What follows belongs to an exercise in optimizing a design on an open flow for small area, a short achievable clock period and few clock cycles; a production flow would make more cautious choices. At most, simulation tests tie the RTL to the original design; equivalence was not proved. Power is estimated from default activity; no workload was simulated.

==> flow/design.v <==
module fgc_segmenter (
    input  wire        clk,
    input  wire        rst,           
    input  wire        start,
    input  wire [31:0] fw_len,
    input  wire [31:0] cursor_in,
    input  wire [31:0] req_in,
    input  wire [31:0] rewind_in,
    input  wire [31:0] maxpkt,
    input  wire [7:0]  version,
    input  wire        use_chk,
    output wire        busy,
    output wire        fw_rd,
    output wire [23:0] fw_addr,
    input  wire [7:0]  fw_rdata,
    output wire        out_valid,
    output wire [7:0]  out_data,
    input  wire        out_ready,
    output reg         done,
    output wire [1:0]  result,
    output wire [3:0]  errcode,
    output wire [31:0] res_cursor,
    output wire [31:0] res_frames,
    output wire [31:0] out_len
);
    localparam [3:0] P_IDLE = 4'd0,
                     P_S1   = 4'd1,    
                     P_S1B  = 4'd2,    
                     P_S2   = 4'd3,    
                     P_S3   = 4'd4,    
                     P_S3B  = 4'd5,    
                     P_S4   = 4'd6,    
                     P_S5   = 4'd7,    
                     P_S5B  = 4'd13,   
                     P_F    = 4'd8,    
                     P_H    = 4'd9,    
                     P_D    = 4'd10,   
                     P_C    = 4'd11,   
                     P_E    = 4'd12;   
    reg [3:0]  pst;
    reg        busy_r;
    reg [7:0]  ver;
    reg        chk;
    reg [23:0] cur;           
    reg        cneg, cbig;
    reg [23:0] left;          
    reg        qneg, qbig;
    reg [15:0] eff;           
    reg        mbig;
    reg [23:0] frames;        
    reg        rwok;
    reg [27:0] olen;          
    reg        lbig;
    reg [15:0] kc;            
    reg        kz;            
    reg [3:0]  hidx;
    reg        ext, last, ends;
    reg [7:0]  csum;
    reg        p2v;           
    reg [7:0]  o_d, s_d;
    reg        o_v, s_v;
    reg        rd_r;
    reg        r_err;
    reg [2:0]  r_code;
    assign busy       = busy_r;
    assign out_valid  = o_v;
    assign out_data   = o_d;
    assign fw_rd      = rd_r;
    assign fw_addr    = cur;
    assign result     = {r_err, 1'b0};
    assign errcode    = {1'b0, r_code};
    assign res_cursor = {8'd0, cur};
    assign res_frames = {8'd0, frames};
    assign out_len    = {4'd0, olen};
    wire [23:0] L      = olen[23:0];
    wire        v_lt4  = (ver < 8'd4);
    wire [15:0] eff1   = v_lt4 ? ((mbig || eff > 16'd250) ? 16'd250 : eff)
                               : (mbig ? 16'hFFFF : eff);
    wire        e_len  = lbig;
    wire        e_ver  = (ver < 8'd3);
    wire        e_max  = !mbig && (eff == 16'd0);
    reg         a_olen, a_fr, b_left, inv, cin, yflag;
    wire [23:0] a_w    = a_olen ? olen[23:0] : (a_fr ? frames : 24'd0);
    wire [23:0] b_w    = b_left ? (qneg ? 24'd0 : left) : cur;
    wire [24:0] y      = {1'b0, a_w} + ({1'b0, b_w} ^ {25{inv}}) + {24'd0, cin};
    wire        e_long = !v_lt4 && (eff > 16'd65531) &&
                         ((left[23:16] != 8'd0) || (left[15:0] > 16'd65531));
    wire        consume = p2v && !s_v;
    reg [7:0] hb;
    always @(*) begin
        case (hidx)
            4'd0:    hb = 8'hFF;
            4'd1:    hb = ver;
            4'd2:    hb = {6'd0, ext, chk};
            4'd3:    hb = kc[15:8];
            4'd4:    hb = kc[7:0];
            4'd5:    hb = 8'h00;
            4'd6:    hb = 8'h1D;
            4'd7:    hb = 8'h0C;
            4'd8:    hb = 8'h02;
            4'd9:    hb = 8'h04;
            4'd10:   hb = kc[15:8];
            4'd11:   hb = kc[7:0];
            default: hb = {7'd0, ends && last};
        endcase
    end
    wire [7:0] pb = (pst == P_H) ? hb : (pst == P_D) ? fw_rdata : csum;
    wire rd_phase = ((pst == P_H) && (hidx == 4'd12)) || (pst == P_D);
    wire rd       = consume && rd_phase && !kz;
    wire fend     = consume && ((rd_phase && kz && !chk) || (pst == P_C));
    wire to_c     = consume && rd_phase && kz && chk;
    reg         le;       
    wire [23:0] left_dec = left - 24'd1;
    wire [15:0] k      = le ? left[15:0] : eff;
    wire [15:0] k4     = {k[15:2] + 14'd1, k[1:0]};
    wire        ext_w  = !v_lt4 && (le ? (left[15:0] >= 16'd252) : (eff >= 16'd252));
    wire        fstart = (pst == P_F && !e_long) || (fend && !last);
    wire ofree = !o_v || out_ready;
    wire accept = start && !busy_r;
    reg [3:0]  pst_n;
    reg        busy_n, done_n, p2v_n, kz_n, s_v_n, o_v_n;
    reg [15:0] kc_n;
    reg [3:0]  hidx_n;
    reg [23:0] cur_n, left_n, frames_n;
    reg [27:0] olen_n;
    reg [15:0] eff_n;
    reg [7:0]  csum_n, o_d_n, s_d_n;
    reg        ext_n, last_n, ends_n, rwok_n, r_err_n;
    reg [2:0]  r_code_n;
    always @(*) begin
        pst_n    = pst;
        busy_n   = busy_r;
        done_n   = 1'b0;
        p2v_n    = p2v;
        kc_n     = kc;
        kz_n     = kz;
        hidx_n   = hidx;
        cur_n    = cur;
        left_n   = left;
        frames_n = frames;
        olen_n   = olen;
        eff_n    = eff;
        csum_n   = csum;
        ext_n    = ext;
        last_n   = last;
        ends_n   = ends;
        rwok_n   = rwok;
        r_err_n  = r_err;
        r_code_n = r_code;
        o_d_n    = o_d;
        s_d_n    = s_d;
        o_v_n    = o_v;
        s_v_n    = s_v;
        if (s_v) begin
            if (ofree) begin o_d_n = s_d; o_v_n = 1'b1; s_v_n = 1'b0; end
        end else if (consume) begin
            if (ofree) begin o_d_n = pb; o_v_n = 1'b1; end
            else       begin s_d_n = pb; s_v_n = 1'b1; end
        end else if (ofree) begin
            o_v_n = 1'b0;
        end
        if (consume) begin
            olen_n = olen + 28'd1;
            csum_n = csum ^ pb;
            if (pst == P_H) begin
                if (hidx == 4'd2 && !ext) hidx_n = 4'd4;
                else if (hidx != 4'd12)   hidx_n = hidx + 4'd1;
                if (hidx == 4'd4 || hidx == 4'd5 || hidx == 4'd6 || hidx == 4'd11) begin
                    kc_n = kc - 16'd1;
                    kz_n = (kc == 16'd1);
                end
            end
        end
        if (rd) begin
            cur_n  = y[23:0];
            left_n = left_dec;
            kc_n   = kc - 16'd1;
            kz_n   = (kc == 16'd1);
            pst_n  = P_D;
        end
        if (to_c) pst_n = P_C;
        if (fend && last) begin
            pst_n = P_E;
            p2v_n = 1'b0;
        end
        if (fstart) begin
            kc_n     = k4;
            kz_n     = 1'b0;
            ext_n    = ext_w;
            last_n   = le;
            frames_n = frames + 24'd1;
            csum_n   = 8'd0;
            hidx_n   = 4'd0;
            p2v_n    = 1'b1;
            pst_n    = P_H;
        end
        if (pst == P_E && !s_v && ofree) begin
            done_n   = 1'b1;
            r_err_n  = 1'b0;
            r_code_n = 3'd0;
            busy_n   = 1'b0;
            pst_n    = P_IDLE;
        end
        case (pst)
            P_S1: begin                       
                eff_n = eff1;
                if (e_len || e_ver || e_max) begin
                    done_n   = 1'b1;
                    r_err_n  = 1'b1;
                    r_code_n = e_len ? 3'd3 : e_ver ? 3'd4 : 3'd7;
                    olen_n   = 28'd0;
                    busy_n   = 1'b0;
                    pst_n    = P_IDLE;
                end else begin
                    pst_n = P_S1B;
                end
            end
            P_S1B: begin                      
                if (cneg)                cur_n = 24'd0;
                else if (cbig || yflag)  cur_n = L;
                pst_n = P_S2;
            end
            P_S2: begin                       
                cur_n    = y[23:0];
                frames_n = cur;               
                rwok_n   = rwok && !y[24];
                pst_n    = P_S3;
            end
            P_S3: pst_n = P_S3B;              
            P_S3B: begin                      
                if (!rwok || yflag) cur_n = frames;
                pst_n = P_S4;
            end
            P_S4: begin                       
                olen_n = {4'd0, y[23:0]};     
                pst_n  = P_S5;
            end
            P_S5: pst_n = P_S5B;              
            P_S5B: begin                      
                ends_n   = (qbig && !qneg) || yflag;
                left_n   = ((qbig && !qneg) || yflag) ? L : (qneg ? 24'd0 : left);
                olen_n   = 28'd0;
                frames_n = 24'd0;
                pst_n    = P_F;
            end
            P_F: if (e_long) begin
                done_n   = 1'b1;
                r_err_n  = 1'b1;
                r_code_n = 3'd5;
                busy_n   = 1'b0;
                pst_n    = P_IDLE;
            end
            default: ;
        endcase
        if (accept) begin
            busy_n = 1'b1;
            pst_n  = P_S1;
        end
        if (rst) begin
            pst_n  = P_IDLE;
            busy_n = 1'b0;
            done_n = 1'b0;
            p2v_n  = 1'b0;
            o_v_n  = 1'b0;
            s_v_n  = 1'b0;
        end
    end
    wire rd_n = p2v_n && !s_v_n && !kz_n &&
                (((pst_n == P_H) && (hidx_n == 4'd12)) || (pst_n == P_D));
    always @(posedge clk) begin
        pst    <= pst_n;
        busy_r <= busy_n;
        done   <= done_n;
        p2v    <= p2v_n;
        kc     <= kc_n;
        kz     <= kz_n;
        hidx   <= hidx_n;
        cur    <= cur_n;
        left   <= left_n;
        frames <= frames_n;
        olen   <= olen_n;
        eff    <= eff_n;
        csum   <= csum_n;
        ext    <= ext_n;
        last   <= last_n;
        ends   <= ends_n;
        rwok   <= rwok_n;
        r_err  <= r_err_n;
        r_code <= r_code_n;
        o_d    <= o_d_n;
        s_d    <= s_d_n;
        o_v    <= o_v_n;
        s_v    <= s_v_n;
        rd_r   <= rd_n && !rst;
        le     <= (left_n[23:16] == 8'd0) && (left_n[15:0] <= eff_n);
        yflag  <= y[24];
        a_olen <= (pst == P_IDLE) || (pst == P_S2) || (pst == P_S3B) || (pst == P_S4);
        inv    <= (pst == P_IDLE) || (pst == P_S2) || (pst == P_S3B) || (pst == P_S4);
        a_fr   <= (pst == P_S1B);
        b_left <= (pst == P_S4);
        cin    <= !((pst == P_S1B) || (pst == P_S2) || (pst == P_S4));
        if (!busy_r) begin
            ver    <= version;
            chk    <= use_chk;
            lbig   <= (fw_len[31:24] != 8'd0);
            cneg   <= cursor_in[31];
            cbig   <= (cursor_in[30:24] != 7'd0);
            rwok   <= !rewind_in[31] && (rewind_in[30:24] == 7'd0);
            left   <= req_in[23:0];
            qneg   <= req_in[31];
            qbig   <= (req_in[30:24] != 7'd0);
            eff    <= maxpkt[15:0];
            mbig   <= (maxpkt[31:16] != 16'd0);
        end
        if (accept) begin
            olen   <= {4'd0, fw_len[23:0]};
            cur    <= cursor_in[23:0];
            frames <= rewind_in[23:0];
        end
    end
endmodule
export LEC_CHECK = 0
export CAP_MARGIN = 20
export CORE_MARGIN = 2
export CORE_UTILIZATION = 40
export SLEW_MARGIN = 20
create_clock -name core_clock -period 12.0 [get_ports {clk}]
standard.sh (not shown) runs the stock make flow with config.mk's settings and CLKGATE_MAP_FILE= SYNTH_SCRIPT=/design/flow/synth_recipe.tcl, a recipe that flattens the netlist after the stock synthesis.
==> flow/flow/run.sh <==
#!/bin/bash
# Standard ORFS layout (the standard.sh, standard synthesis unchanged),
# with repair_timing asked for extra setup slack so it optimises the
# achieved period, not just the 12 ns constraint, and ports buffered with
# plain buffers. The SDC is unchanged.
set -euo pipefail
export SETUP_SLACK_MARGIN=8.3
export BUFFER_PORTS_ARGS="-buffer_cell sky130_fd_sc_hd__buf_1"
bash standard.sh synth > synth.log 2>&1
bash standard.sh > layout.log 2>&1
The first run passed the timing, DRC and antenna checks.
Edit:
--- a/flow/design.v
+++ b/flow/design.v
@@ -61,4 +61,5 @@
     reg        o_v, s_v;
     reg        rd_r;
+    reg        ocy;           
     reg        r_err;
     reg [2:0]  r_code;
@@ -116,4 +117,6 @@
     wire        ext_w  = !v_lt4 && (le ? (left[15:0] >= 16'd252) : (eff >= 16'd252));
     wire        fstart = (pst == P_F && !e_long) || (fend && !last);
+    wire kdec  = rd || (consume && (pst == P_H) &&
+                        (hidx == 4'd4 || hidx == 4'd5 || hidx == 4'd6 || hidx == 4'd11));
     wire ofree = !o_v || out_ready;
     wire accept = start && !busy_r;
@@ -133,11 +136,11 @@
         done_n   = 1'b0;
         p2v_n    = p2v;
-        kc_n     = kc;
+        kc_n     = kc - {15'd0, kdec};
         kz_n     = kz;
         hidx_n   = hidx;
         cur_n    = cur;
         left_n   = left;
-        frames_n = frames;
-        olen_n   = olen;
+        frames_n = frames + {23'd0, fstart};
+        olen_n   = {olen[27:8] + {19'd0, ocy}, olen[7:0]};
         eff_n    = eff;
         csum_n   = csum;
@@ -161,13 +164,11 @@
         end
         if (consume) begin
-            olen_n = olen + 28'd1;
+            olen_n[7:0] = olen[7:0] + 8'd1;
             csum_n = csum ^ pb;
             if (pst == P_H) begin
                 if (hidx == 4'd2 && !ext) hidx_n = 4'd4;
                 else if (hidx != 4'd12)   hidx_n = hidx + 4'd1;
-                if (hidx == 4'd4 || hidx == 4'd5 || hidx == 4'd6 || hidx == 4'd11) begin
-                    kc_n = kc - 16'd1;
+                if (hidx == 4'd4 || hidx == 4'd5 || hidx == 4'd6 || hidx == 4'd11)
                     kz_n = (kc == 16'd1);
-                end
             end
         end
@@ -175,5 +176,4 @@
             cur_n  = y[23:0];
             left_n = left_dec;
-            kc_n   = kc - 16'd1;
             kz_n   = (kc == 16'd1);
             pst_n  = P_D;
@@ -189,5 +189,4 @@
             ext_n    = ext_w;
             last_n   = le;
-            frames_n = frames + 24'd1;
             csum_n   = 8'd0;
             hidx_n   = 4'd0;
@@ -293,4 +292,5 @@
         s_v    <= s_v_n;
         rd_r   <= rd_n && !rst;
+        ocy    <= consume && (olen[7:0] == 8'hFF);
         le     <= (left_n[23:16] == 8'd0) && (left_n[15:0] <= eff_n);
         yflag  <= y[24];
Outcome: Sequential power went down by about 0.4%. Routed wire length fell by 3.2%. Global-route usage climbs by 0.32 points. Fmax decreases by 1.2%. Non-clock buffer count went up by 18. Setup slack degrades by 43 ps. Synthesized area decreases by 5.1%. First-iteration DRC count shrinks by 3.3%. Via count came out lower by 3.8%. Hold slack improved by 32 ps. Final area falls by 0.65%. Critical path depth came out higher by 13. Clock skew hardly moves.
No run of this note included a check of the RTL's function; only the layout flow was run.


Another version of the RTL of fgc_segmenter (not shown whole).
Size in the first run: ~1800 cells after synthesis, about 200 flip-flops, ~15000 um2 of cells after synthesis.
==> flow/config.mk <==
export PLATFORM = sky130hd
export DESIGN_NAME = fgc_segmenter
export DESIGN_NICKNAME = fgc_segmenter
export VERILOG_FILES = /design/flow/design.v
export SDC_FILE = /design/flow/constraint.sdc
export NUM_CORES = 4
export LEC_CHECK = 0
export CAP_MARGIN = 20
export CORE_MARGIN = 2
export CORE_UTILIZATION = 40
export SLEW_MARGIN = 20
==> flow/constraint.sdc <==
create_clock -name core_clock -period 12.0 [get_ports {clk}]
set_input_delay 2.4000 -clock core_clock [delete_from_list [all_inputs] [get_ports {clk}]]
set_output_delay 2.4000 -clock core_clock [all_outputs]
set_load 0.01 [all_outputs]
==> flow/flow/run.sh <==
#!/bin/bash
# Standard ORFS layout (the standard.sh, standard synthesis unchanged),
# with repair_timing asked for extra setup slack so it optimises the
# achieved period, not just the 12 ns constraint, and ports buffered with
# plain buffers. The SDC is unchanged.
set -euo pipefail
export SETUP_SLACK_MARGIN=8.3
export BUFFER_PORTS_ARGS="-buffer_cell sky130_fd_sc_hd__buf_2"
bash standard.sh synth > synth.log 2>&1
bash standard.sh > layout.log 2>&1
Testbench counts at the start, summed over its fixed seeds: cycles 221,019.
Change:
--- a/flow/design.v
+++ b/flow/design.v
@@ -292,21 +292,21 @@
         r_code <= r_code_n;
         o_d    <= o_d_n;
         s_d    <= s_d_n;
         o_v    <= o_v_n;
         s_v    <= s_v_n;
         rd_r   <= rd_n && !rst;
         le     <= (left_le[23:16] == 8'd0) && (left_le[15:0] <= eff);
         yflag  <= y[24];
-        a_olen <= (pst_n == P_S1) || (pst_n == P_S3) || (pst_n == P_S4) || (pst_n == P_S5);
-        inv    <= (pst_n == P_S1) || (pst_n == P_S3) || (pst_n == P_S4) || (pst_n == P_S5);
-        a_fr   <= (pst_n == P_S2);
-        b_left <= (pst_n == P_S5);
-        cin    <= !((pst_n == P_S2) || (pst_n == P_S3) || (pst_n == P_S5));
+        a_olen <= (pst == P_IDLE) || (pst == P_S2) || (pst == P_S3B) || (pst == P_S4);
+        inv    <= (pst == P_IDLE) || (pst == P_S2) || (pst == P_S3B) || (pst == P_S4);
+        a_fr   <= (pst == P_S1B);
+        b_left <= (pst == P_S4);
+        cin    <= !((pst == P_S1B) || (pst == P_S2) || (pst == P_S4));
         if (!busy_r) begin
             ver    <= version;
             chk    <= use_chk;
             lbig   <= (fw_len[31:24] != 8'd0);
             cneg   <= cursor_in[31];
             cbig   <= (cursor_in[30:24] != 7'd0);
             rwok   <= !rewind_in[31] && (rewind_in[30:24] == 7'd0);
             left   <= req_in[23:0];
Outcome: Total power rose by a quarter to a third; register-to-register slack gets worse by 60 ps; cell count increases by a few percent; via count went up by a few percent; synthesized cell count went up by a few percent; global-route usage increases by 1.6 points; routed wire length goes up by a few percent.
Only the layout flow was run in the second run of this note; the RTL was not checked for function there.

[separate check: timing with driven ports]
The flow's constraints put no driver on any port. The routed layouts listed below were extracted and timed again, unchanged, in two steps.
Step 1 assumes that a clkbuf_16 drives the clock port and a buf_2 every other input.
Step 2 adds t to the input delays and takes it off the output delays; t is the mean of the earliest and latest rising clock arrival at the registers after step 1. Input paths then give back, and output paths get back, about the clock's delay inside the block.
Slacks: ideal / step 1 / step 2; pairs: ideal / step 1.
| run | shift t [ns] | slack for setup (ns) | slew at the worst register clock pin (ns) | cell pins on the clock port's net |
|---|---|---|---|---|
| the first run of note 1 | 0.516 | 8.330 / 8.272 / 8.047 | 0.08 / 0.08 | 1 |
| the second run of note 1 | 0.596 | 8.288 / 8.270 / 7.884 | 0.07 / 0.07 | 1 |
| the first run of note 2 | 0.512 | 8.311 / 8.262 / 7.830 | 0.08 / 0.08 | 1 |
| the second run of note 2 | 0.513 | 8.302 / 8.243 / 7.821 | 0.08 / 0.08 | 1 |
After both steps every run listed still meets setup and hold.
